Background: an optimization exercise with open tools, aiming at small area, a short achievable clock period and few clock cycles. Do not read the settings as production practice. Function was checked by simulation only, so behaviour that the tests miss may differ from the original. No driver is modelled on the clock port, so clock power and skew are understated where the tree is cut down; a real chip needs a root buffer or a tree.

==> flow/design.v (excerpt) <==
module sbi_monitor (
    input  wire         clk,
    input  wire         rst,
    input  wire         svc_start,
    output wire         svc_ready,
    output wire         svc_done,
    output wire         svc_pending,
    output wire         svc_err,
    output wire         mem_req,
    output wire         mem_we,
    output wire         mem_batch,
    output wire [3:0]   mem_word,
    output wire [31:0]  mem_wdata,
    input  wire         mem_ack,
    input  wire         mem_ok,
    input  wire [255:0] mem_rdata,
    output wire         fatal,
    output wire         rst_req_valid,
    output wire [31:0]  rst_req_type,
    output wire [31:0]  rst_req_reason,
    output wire         ev_valid,
    output wire [1:0]   ev_kind,
    output wire [4:0]   ev_len,
    output wire [127:0] ev_line
);
Settings: LEC_CHECK=0, ABC_CLOCK_PERIOD_IN_PS=2000, CAP_MARGIN=20, CORE_MARGIN=2, CORE_UTILIZATION=40, CTS_CLUSTER_DIAMETER=80, CTS_CLUSTER_SIZE=30, SLEW_MARGIN=20; clock period 10.0 ns.
standard.sh (not shown) runs the stock make flow with config.mk's settings and CLKGATE_MAP_FILE= SYNTH_SCRIPT=/design/flow/synth_recipe.tcl, a recipe that flattens the netlist after the stock synthesis.
==> flow/flow/run.sh <==
#!/bin/bash
# Standard layout with four changes: the smallest buffer on every port,
# timing repair aiming at 6.8 ns of setup slack, the OR cells and the
# 4-input gates (slow in this library) added to the platform's don't-use list, so
# synthesis builds the wide comparisons from NAND/NOR gates, and a two-level clock tree built by
# flow/clock_tree.tcl in place of TritonCTS's three levels.
set -euo pipefail
DONT_USE="sky130_fd_sc_hd__probe_p_8 sky130_fd_sc_hd__probec_p_8 sky130_fd_sc_hd__lpflow_bleeder_1 sky130_fd_sc_hd__lpflow_clkbufkapwr_1 sky130_fd_sc_hd__lpflow_clkbufkapwr_16 sky130_fd_sc_hd__lpflow_clkbufkapwr_2 sky130_fd_sc_hd__lpflow_clkbufkapwr_4 sky130_fd_sc_hd__lpflow_clkbufkapwr_8 sky130_fd_sc_hd__lpflow_clkinvkapwr_1 sky130_fd_sc_hd__lpflow_clkinvkapwr_16 sky130_fd_sc_hd__lpflow_clkinvkapwr_2 sky130_fd_sc_hd__lpflow_clkinvkapwr_4 sky130_fd_sc_hd__lpflow_clkinvkapwr_8 sky130_fd_sc_hd__lpflow_decapkapwr_12 sky130_fd_sc_hd__lpflow_decapkapwr_3 sky130_fd_sc_hd__lpflow_decapkapwr_4 sky130_fd_sc_hd__lpflow_decapkapwr_6 sky130_fd_sc_hd__lpflow_decapkapwr_8 sky130_fd_sc_hd__lpflow_inputiso0n_1 sky130_fd_sc_hd__lpflow_inputiso0p_1 sky130_fd_sc_hd__lpflow_inputiso1n_1 sky130_fd_sc_hd__lpflow_inputiso1p_1 sky130_fd_sc_hd__lpflow_inputisolatch_1 sky130_fd_sc_hd__lpflow_isobufsrc_1 sky130_fd_sc_hd__lpflow_isobufsrc_16 sky130_fd_sc_hd__lpflow_isobufsrc_2 sky130_fd_sc_hd__lpflow_isobufsrc_4 sky130_fd_sc_hd__lpflow_isobufsrc_8 sky130_fd_sc_hd__lpflow_isobufsrckapwr_16 sky130_fd_sc_hd__lpflow_lsbuf_lh_hl_isowell_tap_1 sky130_fd_sc_hd__lpflow_lsbuf_lh_hl_isowell_tap_2 sky130_fd_sc_hd__lpflow_lsbuf_lh_hl_isowell_tap_4 sky130_fd_sc_hd__lpflow_lsbuf_lh_isowell_4 sky130_fd_sc_hd__lpflow_lsbuf_lh_isowell_tap_1 sky130_fd_sc_hd__lpflow_lsbuf_lh_isowell_tap_2 sky130_fd_sc_hd__lpflow_lsbuf_lh_isowell_tap_4 sky130_fd_sc_hd__or2_0 sky130_fd_sc_hd__or2_1 sky130_fd_sc_hd__or2_2 sky130_fd_sc_hd__or2_4 sky130_fd_sc_hd__or2b_1 sky130_fd_sc_hd__or2b_2 sky130_fd_sc_hd__or2b_4 sky130_fd_sc_hd__or3_1 sky130_fd_sc_hd__or3_2 sky130_fd_sc_hd__or3_4 sky130_fd_sc_hd__or3b_1 sky130_fd_sc_hd__or3b_2 sky130_fd_sc_hd__or3b_4 sky130_fd_sc_hd__or4_1 sky130_fd_sc_hd__or4_2 sky130_fd_sc_hd__or4_4 sky130_fd_sc_hd__or4b_1 sky130_fd_sc_hd__or4b_2 sky130_fd_sc_hd__or4b_4 sky130_fd_sc_hd__or4bb_1 sky130_fd_sc_hd__or4bb_2 sky130_fd_sc_hd__or4bb_4 sky130_fd_sc_hd__a2111o_1 sky130_fd_sc_hd__a2111o_2 sky130_fd_sc_hd__a2111o_4 sky130_fd_sc_hd__a2111oi_0 sky130_fd_sc_hd__a2111oi_1 sky130_fd_sc_hd__a2111oi_2 sky130_fd_sc_hd__a2111oi_4 sky130_fd_sc_hd__a41o_1 sky130_fd_sc_hd__a41o_2 sky130_fd_sc_hd__a41o_4 sky130_fd_sc_hd__a41oi_1 sky130_fd_sc_hd__a41oi_2 sky130_fd_sc_hd__a41oi_4 sky130_fd_sc_hd__and4_1 sky130_fd_sc_hd__and4_2 sky130_fd_sc_hd__and4_4 sky130_fd_sc_hd__and4b_1 sky130_fd_sc_hd__and4b_2 sky130_fd_sc_hd__and4b_4 sky130_fd_sc_hd__and4bb_1 sky130_fd_sc_hd__and4bb_2 sky130_fd_sc_hd__and4bb_4 sky130_fd_sc_hd__nand4_1 sky130_fd_sc_hd__nand4_2 sky130_fd_sc_hd__nand4_4 sky130_fd_sc_hd__nand4b_1 sky130_fd_sc_hd__nand4b_2 sky130_fd_sc_hd__nand4b_4 sky130_fd_sc_hd__nand4bb_1 sky130_fd_sc_hd__nand4bb_2 sky130_fd_sc_hd__nand4bb_4 sky130_fd_sc_hd__nor4_1 sky130_fd_sc_hd__nor4_2 sky130_fd_sc_hd__nor4_4 sky130_fd_sc_hd__nor4b_1 sky130_fd_sc_hd__nor4b_2 sky130_fd_sc_hd__nor4b_4 sky130_fd_sc_hd__nor4bb_1 sky130_fd_sc_hd__nor4bb_2 sky130_fd_sc_hd__nor4bb_4 sky130_fd_sc_hd__o2111a_1 sky130_fd_sc_hd__o2111a_2 sky130_fd_sc_hd__o2111a_4 sky130_fd_sc_hd__o2111ai_1 sky130_fd_sc_hd__o2111ai_2 sky130_fd_sc_hd__o2111ai_4 sky130_fd_sc_hd__o41a_1 sky130_fd_sc_hd__o41a_2 sky130_fd_sc_hd__o41a_4 sky130_fd_sc_hd__o41ai_1 sky130_fd_sc_hd__o41ai_2 sky130_fd_sc_hd__o41ai_4"
bash standard.sh "BUFFER_PORTS_ARGS=-buffer_cell sky130_fd_sc_hd__buf_1" SETUP_SLACK_MARGIN=6.8 \
  "DONT_USE_CELLS=$DONT_USE" PRE_CTS_TCL=$(pwd)/flow/clock_tree.tcl finish > standard.log 2>&1
Other scripts of this flow, unchanged in this note and not shown: flow/flow/clock_tree.tcl
The baseline ran to the end with no violations.
Testbench counts at the start, summed over its fixed seeds: cycles 6,880.
Change:
--- a/flow/flow/run.sh
+++ b/flow/flow/run.sh
@@ -3 +3 @@
-# timing repair aiming at 6.8 ns of setup slack, the OR cells and the
+# timing repair aiming at 6.9 ns of setup slack, the OR cells and the
@@ -9 +9 @@
-bash standard.sh "BUFFER_PORTS_ARGS=-buffer_cell sky130_fd_sc_hd__buf_1" SETUP_SLACK_MARGIN=6.8 \
+bash standard.sh "BUFFER_PORTS_ARGS=-buffer_cell sky130_fd_sc_hd__buf_1" SETUP_SLACK_MARGIN=6.9 \
Outcome: Cell area climbs by 0.48%. Core utilization climbs by 0.22 points. Clock skew came out lower by 0.0051 ns. Maximum frequency came out higher by about 2.5%.
In every run of this note, the design's own scripts or RTL, not TritonCTS, make the clock network.

## afterwards: timing with drivers on the ports
Ports are ideal in the flow. The routed layouts listed here were re-timed in OpenROAD.
Step 1: set_driving_cell puts a clkbuf_16 on clk and a buf_2 on each other input, an assumption about the parent block.
Step 2 times the ports against the registers' clock, not the clock port: input delays grow and output delays shrink by t, the midpoint of the rising clock arrivals with the driver on.
Slacks: ideal ports / drivers / drivers and shift; pairs: ideal ports / drivers.
run | t, ns | setup WS [ns] | clock arrival spread, ns | worst register clock-pin slew, ns | cell pins on the clock port's net
the first run | 0.400 | 6.869 / 6.785 / 6.569 | 0.024 / 0.024 | 0.11 / 0.11 | 4
the second run | 0.398 | 6.944 / 6.884 / 6.609 | 0.016 / 0.017 | 0.11 / 0.11 | 4
After both steps setup and hold are still met in every run listed. For the second run, which loses most, drivers alone change the setup slack by -0.060 ns; drivers and shift together by -0.335 ns.
